From an optimization exercise on the open Yosys and OpenROAD flow, aimed at small area, a short achievable clock period and few clock cycles per item; shortcuts taken in it are not production practice. The RTL was checked by simulation tests, not by an equivalence proof against the original design. Power is estimated from default activity; no workload was simulated.

## flow/design.v

```verilog
module spsws_cal (
    input  wire        clk,
    input  wire        rst,           
    input  wire        start,         
    output wire        ready,
    input  wire [31:0] f0_eff,        
    input  wire [31:0] fh_eff,        
    input  wire [31:0] fl_eff,        
    input  wire [31:0] symbol_us,     
    input  wire [31:0] ramp_us,       
    input  wire [7:0]  pwr_min,       
    input  wire [7:0]  pwr_max,       
    output reg         done,          
    output reg  [2:0]  fail_check,    
    output reg  [31:0] shift_dur,
    output reg  [31:0] idle,
    output reg  [31:0] t1,
    output reg  [31:0] t2,
    output reg  [31:0] t3,
    output reg  [31:0] t4,
    output reg  [31:0] period,
    output reg  [31:0] edge_step,
    output reg  [31:0] bit_step
);
    localparam [31:0] DWELL_NUM   = 32'd500000;
    localparam [31:0] EDGE_MARGIN = 32'd1000;
    localparam [2:0] S_IDLE  = 3'd0,
                     S_DIV   = 3'd1,
                     S_CALC1 = 3'd2,
                     S_CALC2 = 3'd3,
                     S_CHECK = 3'd4;
    reg [2:0] state;
    reg [31:0] f0_r, fl_r, s_r, r_r;
    reg [8:0]  range_r;
    reg [31:0] dh, dl, es, bs;
    reg signed [35:0] ih, il, d_avg;
    reg signed [35:0] tt1, tt2, tt3, tt4;
    reg [1:0]  div_sel;       
    reg [31:0] dv_q;
    reg [31:0] dv_r;
    reg [31:0] dv_d;
    reg [5:0]  dv_cnt;
    wire [32:0] dv_trial = {dv_r, dv_q[31]};
    wire [33:0] dv_diff  = {1'b0, dv_trial} - {2'b00, dv_d};
    wire        dv_take  = ~dv_diff[33];
    wire [31:0] dv_r_nxt = dv_take ? dv_diff[31:0] : dv_trial[31:0];
    wire [31:0] dv_q_nxt = {dv_q[30:0], dv_take};
    wire        dh_pos    = fh_eff > f0_eff;
    wire        dl_pos    = f0_eff > fl_eff;
    wire [8:0]  range_in  = {pwr_max[7], pwr_max} - {pwr_min[7], pwr_min} + 9'd1;
    wire [31:0] edge_num  = (s_r > EDGE_MARGIN) ? (s_r - EDGE_MARGIN) : 32'd0;
    reg [31:0] nx_num, nx_den;
    always @(*) begin
        case (div_sel)
            2'd0:    begin nx_num = DWELL_NUM; nx_den = f0_r - fl_r;        end
            2'd1:    begin nx_num = edge_num;  nx_den = {23'd0, range_r};  end
            default: begin nx_num = r_r;       nx_den = {23'd0, range_r};  end
        endcase
    end
    wire signed [35:0] s_s    = {4'd0, s_r};
    wire signed [35:0] r_s    = {4'd0, r_r};
    wire signed [35:0] base   = s_s - (r_s <<< 1);
    wire signed [35:0] ih_sum = base - $signed({4'd0, dh});
    wire signed [35:0] il_sum = base - $signed({4'd0, dl});
    wire signed [35:0] i_sum  = ih + il;
    wire signed [35:0] i_avg  = i_sum >>> 1;
    wire chk2 = (tt1 > 36'sd0) && (tt1 < tt2) && (tt2 < tt3) &&
                (tt3 < tt4) && (tt4 < s_s);
    wire chk4 = (s_r > EDGE_MARGIN) && (es >= 32'd1);
    wire chk5 = (bs >= 32'd1);
    assign ready = (state == S_IDLE);
    always @(posedge clk) begin
        if (rst) begin
            state      <= S_IDLE;
            done       <= 1'b0;
            fail_check <= 3'd0;
            shift_dur  <= 32'd0;
            idle       <= 32'd0;
            t1         <= 32'd0;
            t2         <= 32'd0;
            t3         <= 32'd0;
            t4         <= 32'd0;
            period     <= 32'd0;
            edge_step  <= 32'd0;
            bit_step   <= 32'd0;
            div_sel    <= 2'd0;
            dv_cnt     <= 6'd0;
        end else begin
            done <= 1'b0;
            case (state)
                S_IDLE: begin
                    if (start) begin
                        f0_r    <= f0_eff;
                        fl_r    <= fl_eff;
                        s_r     <= symbol_us;
                        r_r     <= ramp_us;
                        range_r <= range_in;
                        if (!(dh_pos && dl_pos)) begin
                            fail_check <= 3'd1;
                            done       <= 1'b1;
                        end else begin
                            div_sel <= 2'd0;
                            dv_q    <= DWELL_NUM;
                            dv_r    <= 32'd0;
                            dv_d    <= fh_eff - f0_eff;
                            dv_cnt  <= 6'd32;
                            state   <= S_DIV;
                        end
                    end
                end
                S_DIV: begin
                    if (dv_cnt != 6'd0) begin
                        dv_q   <= dv_q_nxt;
                        dv_r   <= dv_r_nxt;
                        dv_cnt <= dv_cnt - 6'd1;
                    end else begin
                        case (div_sel)
                            2'd0: dh <= dv_q;
                            2'd1: dl <= dv_q;
                            2'd2: es <= dv_q;
                            2'd3: bs <= dv_q;
                        endcase
                        if (div_sel == 2'd3) begin
                            state <= S_CALC1;
                        end else begin
                            div_sel <= div_sel + 2'd1;
                            dv_q    <= nx_num;
                            dv_r    <= 32'd0;
                            dv_d    <= nx_den;
                            dv_cnt  <= 6'd32;
                        end
                    end
                end
                S_CALC1: begin
                    ih    <= ih_sum >>> 1;
                    il    <= il_sum >>> 1;
                    d_avg <= ($signed({4'd0, dh}) + $signed({4'd0, dl})) >>> 1;
                    state <= S_CALC2;
                end
                S_CALC2: begin
                    tt1   <= i_avg;
                    tt2   <= i_avg + r_s;
                    tt3   <= i_avg + r_s + d_avg;
                    tt4   <= i_avg + (r_s <<< 1) + d_avg;
                    state <= S_CHECK;
                end
                S_CHECK: begin
                    if (!chk2) begin
                        fail_check <= 3'd2;
                    end else if (!chk4) begin
                        fail_check <= 3'd4;
                    end else if (!chk5) begin
                        fail_check <= 3'd5;
                    end else begin
                        fail_check <= 3'd0;
                        shift_dur  <= d_avg[31:0];
                        idle       <= tt1[31:0];
                        t1         <= tt1[31:0];
                        t2         <= tt2[31:0];
                        t3         <= tt3[31:0];
                        t4         <= tt4[31:0];
                        period     <= s_r;
                        edge_step  <= es;
                        bit_step   <= bs;
                    end
                    done  <= 1'b1;
                    state <= S_IDLE;
                end
                default: state <= S_IDLE;
            endcase
        end
    end
endmodule
```

## flow/run.sh

```bash
#!/bin/bash
# synth_recipe.tcl (not shown) runs the flow's synth.tcl, then flattens the netlist and writes it again
# the make line also repeats each setting of config.mk as NAME=value (left out here)
make -C /OpenROAD-flow-scripts/flow DESIGN_CONFIG=/design/flow/config.mk WORK_HOME=/design/flow/orfs CLKGATE_MAP_FILE= SYNTH_SCRIPT=/design/flow/synth_recipe.tcl finish
```

## flow/config.mk

```make
export PLATFORM = sky130hd
export DESIGN_NAME = spsws_cal
export DESIGN_NICKNAME = spsws_cal
export VERILOG_FILES = /design/flow/design.v
export SDC_FILE = /design/flow/constraint.sdc
export NUM_CORES = 4
export LEC_CHECK = 0
export CAP_MARGIN = 20
export CORE_MARGIN = 2
export CORE_UTILIZATION = 40
export SLEW_MARGIN = 20
```

## flow/constraint.sdc

```tcl
create_clock -name core_clock -period 10.0 [get_ports {clk}]
set_input_delay 2.0000 -clock core_clock [delete_from_list [all_inputs] [get_ports {clk}]]
set_output_delay 2.0000 -clock core_clock [all_outputs]
set_load 0.01 [all_outputs]
```

==> results.sh <==
export IMPL_outcome="finished clean"
export IMPL_clock_latency_ns=0.74
export IMPL_dr_first_iter_drc_count=3444
export IMPL_synthTopCellsByCount="edfxtp_1 (602), inv_1 (597), ha_1 (542)"
export IMPL_cts_tree="done"
export IMPL_final_cells=7808
export IMPL_wirelength_mm=172.8
export IMPL_rows=136
export IMPL_syn_area_sq_um=55590
export IMPL_fin_util_pct=47.56
export IMPL_fillCellCount=12790
export IMPL_ys_flop_type="edfxtp_1"
export IMPL_areaGrowthSynthToFinish_pct=17.77
export IMPL_cts_resized=0
export IMPL_root_buffer="clkbuf_16"
export IMPL_worst_pin_slew_ns=1.134
export IMPL_grt_max_degree=236
export IMPL_rsz0062_at_grt="false"
export IMPL_path_max_fanout=6
export IMPL_fin_crit_sh_pct=71.41
export IMPL_syn_inst=5546
export IMPL_dp_cells=7613
export IMPL_start_util_pct=40.38
export IMPL_place_ws_ns=2.717
export IMPL_dieArea_sq_um=142000
export IMPL_holdPathStages=2
export IMPL_htree_levels=3
export IMPL_dr_pass1_iters=6
export IMPL_synthTopCellsByArea="edfxtp_1 (33%), ha_1 (12%), dfxtp_1 (9.8%)"
export IMPL_rr_endpoint="tt3[34]"
export IMPL_yosysMostFrequentCell="edfxtp_1"
export IMPL_synth_warnings=1
export IMPL_grt_pass1_vias=42010
export IMPL_place_area_sq_um=61830
export IMPL_async_reset_ff_share_pct=0
export IMPL_numCtsBuffers=102
export IMPL_clk_pin_slew_ns=0.06
export IMPL_critPathKind="flop to flop"
export IMPL_remaining_drc_errors=0
export IMPL_peakVddDrop_v=0.0001250
export IMPL_rrSetupSlack_ns=2.86
export IMPL_min_to="t2[31]"
export IMPL_synth_seq_cells=873
export IMPL_cpMostUsedCell="a21oi_1"
export IMPL_drive_gt1_share_pct=4.291
export IMPL_avgSynthCellArea_sq_um=10.02
export IMPL_overflow=0
export IMPL_die_h_um=376.8
export IMPL_wire_per_inst_um=22.13
export IMPL_end_kind="flop"
export IMPL_numPortBuffers=471
export IMPL_cts_hold_fix_buffers=0
export IMPL_reg2reg_from="ih[0]"
export IMPL_gp_congestion=0.9432
export IMPL_hold_viol_final=0
export IMPL_vias_per_cell=5.542
export IMPL_cp_slowest_cell="fa_1"
export IMPL_yosysTopAreaCell="edfxtp_1"
export IMPL_clk_path_buf_depth=3
export IMPL_fin_area_sq_um=65470
export IMPL_syn_num_nets=6310
export IMPL_synth_seq_area_share_pct=42.28
export IMPL_core_area_sq_um=137700
export IMPL_finalCriticalPeriod_ns=7.141
export IMPL_cap_viol_max_count=0
export IMPL_finalClockSkew_ns=0.03353
export IMPL_die_width_um=376.8
export IMPL_grt_total_usage_pct=23.69
export IMPL_setup_viol=0
export IMPL_postLayoutSetupSlackWorst_ns=2.859
export IMPL_synth_cell_types=87
export IMPL_rr_worst_depth=29
export IMPL_nNetsFinal=6687
export IMPL_maxSlewHeadroom_pct=23.23
export IMPL_hpwl_mm=135.9
export IMPL_hold_path_class="flop to flop"
export IMPL_synth_edf_count=602
export IMPL_critical_path_max_stage_delay_ns=0.41
export IMPL_cts_sinks=873
export IMPL_synth_top_area_share_pct=32.52
export IMPL_cp_start_kind="flop"
export IMPL_grt_pass1_wl_mm=256.6
export IMPL_vias=43270
export IMPL_antenna_left=0
export IMPL_leakage_nw=26.25
export IMPL_min_from="t2[31]"
export IMPL_setup_tns_final_ns=0
export IMPL_post_cts_buffers=0
export IMPL_power_density_nw_per_um2=145.5
export IMPL_cp_data_required_time_ns=10.48
export IMPL_finalMaxSlewViolations=0
export IMPL_crit_arrival_ns=7.62
export IMPL_io_pins=472
export IMPL_max_clock_freq_mhz=140.0
export IMPL_antenna_found_initial=2
[where the power goes]
part	total (mW)	leakage [nW]	switching (mW)	internal [mW]
sequential	4.02	7.63	0.0529	3.97
combinational	1.45	16.9	0.842	0.609
clock	4.06	1.75	1.66	2.39
total	9.53	26.3	2.56	6.97
[cells by family (layout without fill, tap and decap cells)]
| logic type | count (synthesis) | after routing | share of synthesized area, % |
|---|---|---|---|
| AO/OA/AOI/OAI | 1502 | 1502 | 17.60 |
| AND/OR/NAND/NOR | 1281 | 1281 | 12.52 |
| flip-flops | 873 | 873 | 42.28 |
| buffers and inverters | 832 | 1298 | 6.066 |
| adder cells (fa/ha/maj) | 585 | 585 | 13.75 |
| XOR/XNOR | 339 | 339 | 5.369 |
| multiplexers | 134 | 134 | 2.418 |
| other | 0 | 2 | 0 |
[per-layer routing]
layer  share of wire, %  wire (um)  track usage [%]  up-vias
met1                 44      75810            31.73    20730
met2                 46      79850            38.78     1317
met4                4.2       7274            9.321        0
met3                5.7       9897            3.095      271
li1                   -          -                -    20950
met5                  0          0                0        -
[how the worst max path moves through the flow]
stage / to / startpoint / depth (start not counted) / slack [ns]
final: tt3[34] / ih[0] / 29 / 2.86
after global routing: tt3[34] / ih[2] / 31 / 2.23
after CTS: tt3[33] / ih[0] / 28 / 2.90
after detailed placement: dv_r[31] / f0_eff[0] / 14 / 2.72
after global placement: dv_r[26] / f0_eff[0] / 14 / 2.76
after floorplan: dv_q[0] / fh_eff[0] / 13 / 0.24
[worst max-delay path: cells and delay by family, from the launching register on]
kind / cells / cell delay [ns]
compound gates: 15 / 3.39
xor+xnor: 2 / 0.32
fa+ha+maj: 3 / 1.21
flops: 1 / 0.37
simple gates: 9 / 1.58
[layout make-up]
| class | count | area (sq um) | area share, % |
|---|---|---|---|
| Clock inverter | 67 | 874.6 | 1.336 |
| Inverter | 597 | 2241 | 3.423 |
| Multi-Input combinational cell | 3841 | 28800 | 44.00 |
| Clock buffer | 126 | 2755 | 4.209 |
| Antenna cell | 2 | 5.005 | 0.007645 |
| Tap cell | 1794 | 2245 | 3.429 |
| Timing Repair Buffer | 508 | 5039 | 7.697 |
| Sequential cell | 873 | 23500 | 35.90 |
[through the flow]
step	hold WS [ns]	total power, mW
2_1_floorplan	0.4616	5.113
3_5_place_dp	0.4606	5.533
4_1_cts	0.4684	9.604
5_1_grt	0.4848	9.899
3_3_place_gp	0.4587	5.518
6_report	0.4688	9.527
[registers in the layout, summed over array words and instances, names as in the netlist, 34 cells and up]
signal	flops
ih	34
il	34
tt4	36
tt3	36
tt1	34
tt2	35
[cells in the final DEF (no fill, tap or decap), drive strengths merged, types with 54 or more instances in the layout]
master	Yosys	final
a211oi	57	57
a21o	240	240
a21oi	495	495
clkbuf	166	126
clkdlybuf4s50	0	470
dfxtp	271	271
edfxtp	602	602
ha	542	542
inv	597	608
mux2i	132	132
nand2	156	156
nand2b	263	263
nand3	86	86
nor2	297	297
nor2b	54	54
nor3	59	59
o21a	58	58
o21ai	189	189
o31ai	171	171
or4	158	158
xnor2	235	235
xor2	104	104
Testbench counts, summed over its fixed seeds: cycles 324,780, items 2,400.

-- what the ideal ports hide --
Ports are ideal in the flow. The routed layout listed here was re-timed in OpenROAD. Step 1, drivers: a clkbuf_16 drives clk and a buf_2 each remaining input, both assumed. Step 2 also shifts input and output timing later by t, the mid clock arrival at the registers, as if the neighbouring blocks saw the same clock. Three values: ideal, step 1, step 2; two values: the first two.
t (ns): 0.798
setup slack, ns: 2.859 / 2.859 / 2.679
worst register clock-pin slew, ns: 0.07 / 0.07
worst data-port slew with drivers (ns): 0.10
After both steps this run still meets setup and hold. The setup slack of this run moves by 0.000 ns with the drivers and by -0.180 ns with both steps.
